Context: an optimization exercise on an open-source flow, tuned for small area. The choices shown serve that exercise and are no tape-out recipe. Only simulation tests tie the RTL to the original design; equivalence was not proved. Power figures rest on the tool's default switching activity, not on a simulated workload.

// r30x_engine
module r30x_engine (
    input  wire         clk,
    input  wire         rst,
    input  wire         cmd_valid,
    output wire         cmd_ready,
    input  wire [8:0]   cmd_op,
    input  wire [7:0]   cmd_buf,
    input  wire [15:0]  cmd_page,
    input  wire [15:0]  cmd_start,
    input  wire [15:0]  cmd_count,
    input  wire [31:0]  cmd_word,
    input  wire [7:0]   cmd_num,
    input  wire [7:0]   cmd_content,
    input  wire [7:0]   cmd_code,
    input  wire [8:0]   cmd_dlen,
    input  wire         din_valid,
    output wire         din_ready,
    input  wire [7:0]   din_data,
    output wire         rsp_valid,
    input  wire         rsp_take,
    output reg  [3:0]   rsp_result,
    output wire [8:0]   rsp_op,
    output wire [7:0]   rsp_status,
    output reg          rsp_has_status,
    output reg  [31:0]  rsp_value,
    output wire [31:0]  rsp_addr,
    output wire [3:0]   rsp_enr_state,
    output wire [4:0]   rsp_data_len,
    output wire [159:0] rsp_data,
    output reg  [15:0]  p_status_reg,
    output reg  [15:0]  p_sys_id,
    output reg  [15:0]  p_lib_size,
    output reg  [15:0]  p_sec_level,
    output reg  [31:0]  p_dev_addr,
    output reg  [15:0]  p_pkt_size,
    output reg  [15:0]  p_baud,
    output wire         tx_valid,
    input  wire         tx_ready,
    output wire [7:0]   tx_data,
    output wire         tx_last,
    output wire         tx_write,
    input  wire         rx_valid,
    input  wire [7:0]   rx_data,
    input  wire         rx_last,
    input  wire         ev_timeout,
    input  wire         ev_tpclosed,
    input  wire         ev_delay_elapsed,
    input  wire         ev_cancel,
    output reg          close_evt,
    output reg          delay_start
);
Settings: LEC_CHECK=0, CAP_MARGIN=20, CORE_MARGIN=2, CORE_UTILIZATION=45, SLEW_MARGIN=20; clock period 45.0 ns.
standard.sh (not shown) runs the stock make flow with config.mk's settings and CLKGATE_MAP_FILE= SYNTH_SCRIPT=/design/flow/synth_recipe.tcl, a recipe that flattens the netlist after the stock synthesis.
==> flow/flow/run.sh <==
#!/bin/bash
# Layout flow: the standard synthesis, then its combinational logic mapped
# again by ABC for area (flip-flops untouched, see resyn.py), then the
# standard ORFS flow from floorplan on, with
#  - port buffers of buf_1 instead of the default clkdlybuf4s50_1
#  - a clock tree of clkbuf_4/clkbuf_8 with sink clusters of up to 16, no dummy loads
# Each tool's output goes to a log of its own in this folder.
set -euo pipefail
KNOBS=(
  "BUFFER_PORTS_ARGS=-buffer_cell sky130_fd_sc_hd__buf_1"
  "CTS_ARGS=-sink_clustering_enable -repair_clock_nets -dont_use_dummy_load -sink_clustering_size 16 -sink_clustering_max_diameter 50 -buf_list {sky130_fd_sc_hd__clkbuf_4 sky130_fd_sc_hd__clkbuf_8}"
)
bash standard.sh "${KNOBS[@]}" synth > synth_flow.log 2>&1

R="$PWD/orfs/results/$FLOW_PLATFORM/r30x_engine/base"
YOSYS="$FLOW_HOME/../tools/install/yosys/bin/yosys"
[[ -x "$YOSYS" ]] || YOSYS=yosys
cp "$R/1_2_yosys.v" 1_2_yosys_standard.v
if python3 flow/resyn.py \
    "$FLOW_HOME/platforms/$FLOW_PLATFORM/lib/sky130_fd_sc_hd__tt_025C_1v80.lib" \
    "$FLOW_HOME/platforms/$FLOW_PLATFORM/config.mk" \
    1_2_yosys_standard.v "$PWD/1_2_yosys_resyn.v" "$PWD/resyn" "$PWD/flow/area.script" "$YOSYS" \
    > resyn.log 2>&1; then
  cp 1_2_yosys_resyn.v "$R/1_2_yosys.v"
  rm -f "$R/1_synth.odb" "$R/1_synth.sdc"
fi

bash standard.sh "${KNOBS[@]}" finish > standard_flow.log 2>&1
Other scripts of this flow, unchanged in this note and not shown: flow/flow/area.script, flow/flow/resyn.py
Edit:
--- a/flow/design.v
+++ b/flow/design.v
@@ -326,20 +326,20 @@
             rdata[2] <= ld_w[23:16];
             rdata[3] <= ld_w[15:8];
             rdata[4] <= ld_w[7:0];
         end
         if (ld_seq)
             rdata[0] <= (enr_state == E_I2C2) ? 8'd2 : 8'd1;
         if (dec)
             {rdata[3][0], rdata[4]} <= dleft - 9'd1;
         for (k = 0; k < 20; k = k + 1)
-            if (rstrobe && wr[k])
-                rdata[k] <= rx_data;
+            if ((rstrobe && wr[k]) || rst)
+                rdata[k] <= rx_data & {8{!rst}};
     end
     wire [5:0] rlen = idx;
     wire r_valid = (rlen >= 6'd12) && hdr_ok && !len_hi && (len_lo >= 5'd3) &&
                    ({1'b0, len_lo} + 6'd9 <= rlen) && cks_ok;
     reg        d_respond;
     reg [3:0]  d_result;
     reg [2:0]  d_vsel;
     reg        d_has;
     reg        d_params;
@@ -416,18 +416,47 @@
                         d_vsel = V_ONE;
                 end
                 default: begin
                     if (stat != 8'h00)
                         d_result = R_DEVICE_REJECTED;
                 end
             endcase
         end
     end
+    always @(posedge clk) begin
+        if (rst || (st == S_DECODE && d_params)) begin
+            p_status_reg <= {vhi, vlo};
+            p_sys_id     <= {rdata[0], rdata[1]};
+            p_lib_size   <= {rdata[2], rdata[3]};
+            p_sec_level  <= {rdata[4], rdata[5]};
+            p_dev_addr   <= {rdata[6], rdata[7], rdata[8], rdata[9]};
+            p_pkt_size   <= {rdata[10], rdata[11]};
+            p_baud       <= {rdata[12], rdata[13]};
+        end
+    end
+    wire cap_clr = ld_cmd && (cmd_op == OP_ENROLL);
+    wire cap_inc = ld_seq && seq_capture && !cancel_req;
+    reg  [31:0] cap_next;
+    reg         cap_c;
+    integer     ci;
+    always @(*) begin
+        cap_c = cap_inc;
+        for (ci = 0; ci < 32; ci = ci + 1) begin
+            cap_next[ci] = enr_captures[ci] ^ cap_c;
+            cap_c        = cap_c & enr_captures[ci];
+        end
+    end
+    always @(posedge clk) begin
+        if (rst || cap_clr)
+            enr_captures <= 32'd0;
+        else
+            enr_captures <= cap_next;
+    end
     wire r_ok        = (rsp_result == R_SUCCESS);
     wire [2:0] s_done = enr_active ? S_SEQ : S_RESP;
     reg [8:0] seq_op;
     always @(*) begin
         case (enr_state)
             E_RESET:             seq_op = OP_RSTBUF;
             E_AWAIT1, E_AWAIT2:  seq_op = OP_CAPTURE;
             E_I2C1, E_I2C2:      seq_op = OP_IMG2CHR;
             E_GEN:               seq_op = OP_GENTPL;
@@ -474,28 +503,20 @@
             default: cfg_vsel = V_ZERO;
         endcase
     end
     always @(posedge clk) begin
         if (rst) begin
             st           <= S_IDLE;
             enr_state    <= E_IDLE;
             dev_addr     <= 32'hFFFF_FFFF;
             policy       <= 1'b0;
-            enr_captures <= 32'd0;
             closed       <= 1'b0;
             mb_full      <= 1'b0;
-            p_status_reg <= 16'd0;
-            p_sys_id     <= 16'd0;
-            p_lib_size   <= 16'd0;
-            p_sec_level  <= 16'd0;
-            p_dev_addr   <= 32'd0;
-            p_pkt_size   <= 16'd0;
-            p_baud       <= 16'd0;
             close_evt    <= 1'b0;
             delay_start  <= 1'b0;
         end else begin
             close_evt   <= 1'b0;
             delay_start <= 1'b0;
             if (ev_tpclosed)
                 closed <= 1'b1;
             if (ev_cancel && enr_active)
                 cancel_req <= 1'b1;
@@ -517,19 +538,18 @@
                             rsp_result <= R_ILLEGAL_ARG;
                             st         <= S_RESP;
                         end else if ((cmd_op == OP_INSCHR || cmd_op == OP_INSIMG) &&
                                      cmd_dlen[8] && cmd_dlen[7:0] != 8'd0) begin
                             rsp_result <= R_ILLEGAL_ARG;
                             st         <= S_RESP;
                         end else begin
                             case (cmd_op)
                                 OP_ENROLL: begin
-                                    enr_captures <= 32'd0;
                                     cancel_req   <= 1'b0;
                                     enr_state    <= E_RESET;
                                 end
                                 OP_CLOSE: begin
                                     if (!closed)
                                         close_evt <= 1'b1;
                                     closed     <= 1'b1;
                                     rsp_result <= R_SUCCESS;
                                     st         <= S_RESP;
@@ -565,20 +585,18 @@
                     end else if (seq_issue) begin
                         if (seq_capture && cancel_req) begin
                             cur_op         <= OP_ENROLL;
                             rsp_result     <= R_CANCELLED;
                             rsp_has_status <= 1'b0;
                             vsel           <= V_ZERO;
                             dflag          <= 1'b0;
                             st             <= S_RESP;
                         end else begin
-                            if (seq_capture)
-                                enr_captures <= enr_captures + 32'd1;
                             cur_op <= seq_op;
                             if (closed) begin
                                 rsp_result     <= R_TRANSPORT_CLOSED;
                                 rsp_has_status <= 1'b0;
                                 vsel           <= V_ZERO;
                                 dflag          <= 1'b0;
                                 st             <= S_SEQ;
                             end else begin
                                 mb_full <= 1'b0;
@@ -602,27 +620,18 @@
                         st             <= s_done;
                     end
                     closed_at_data <= closed;
                 end
                 S_DECODE: begin
                     rsp_result     <= d_result;
                     rsp_has_status <= d_has;
                     vsel           <= d_vsel;
                     dflag          <= d_data;
-                    if (d_params) begin
-                        p_status_reg <= {vhi, vlo};
-                        p_sys_id     <= {rdata[0], rdata[1]};
-                        p_lib_size   <= {rdata[2], rdata[3]};
-                        p_sec_level  <= {rdata[4], rdata[5]};
-                        p_dev_addr   <= {rdata[6], rdata[7], rdata[8], rdata[9]};
-                        p_pkt_size   <= {rdata[10], rdata[11]};
-                        p_baud       <= {rdata[12], rdata[13]};
-                    end
                     st <= d_respond ? s_done : S_DATA;
                 end
                 S_DATA: begin
                     if (closed_at_data || dleft == 9'd0) begin
                         rsp_result     <= closed_at_data ? R_TRANSPORT_CLOSED : R_SUCCESS;
                         rsp_has_status <= 1'b0;
                         st             <= S_RESP;
                     end
                 end
The new run went through all stages and came out clean.
Critical path depth stays the same.
Power came out higher by 6.4%.
Clock skew shrinks by 19 ps.
Setup slack is about the same.
Flip-flop and latch count is unchanged.
Clock-buffer cell count went down by 1.
Final cell count goes down by 14%.
Via count shrinks by 12%.
Hold slack got worse by 17 ps.
Global-route usage is lower by 0.55 points.

==> afterwards: timing with drivers on the ports <==
The flow's constraints put no driver on any port. The routed layouts listed below were extracted and timed again, unchanged, in two steps.
Step 1, drivers: a clkbuf_16 drives clk and a buf_2 each remaining input, both assumed.
Step 2 adds t to the input delays and takes it off the output delays; t is the mean of the earliest and latest rising clock arrival at the registers after step 1. Input paths then give back, and output paths get back, about the clock's delay inside the block.
Three values: ideal ports, drivers, drivers and shift; two values: the first two.
run	t (ns)	setup slack, ns	latest minus earliest clock arrival (ns)	worst register clock-pin slew, ns	cell pins on the clock port's net
the first run	0.686	26.446 / 26.421 / 26.421	0.100 / 0.100	0.10 / 0.10	1
the second run	0.676	26.446 / 26.423 / 26.423	0.075 / 0.075	0.10 / 0.10	1
After both steps setup and hold are still met in every run listed. For the first run, which loses most, drivers alone change the setup slack by -0.025 ns; drivers and shift together by -0.025 ns.
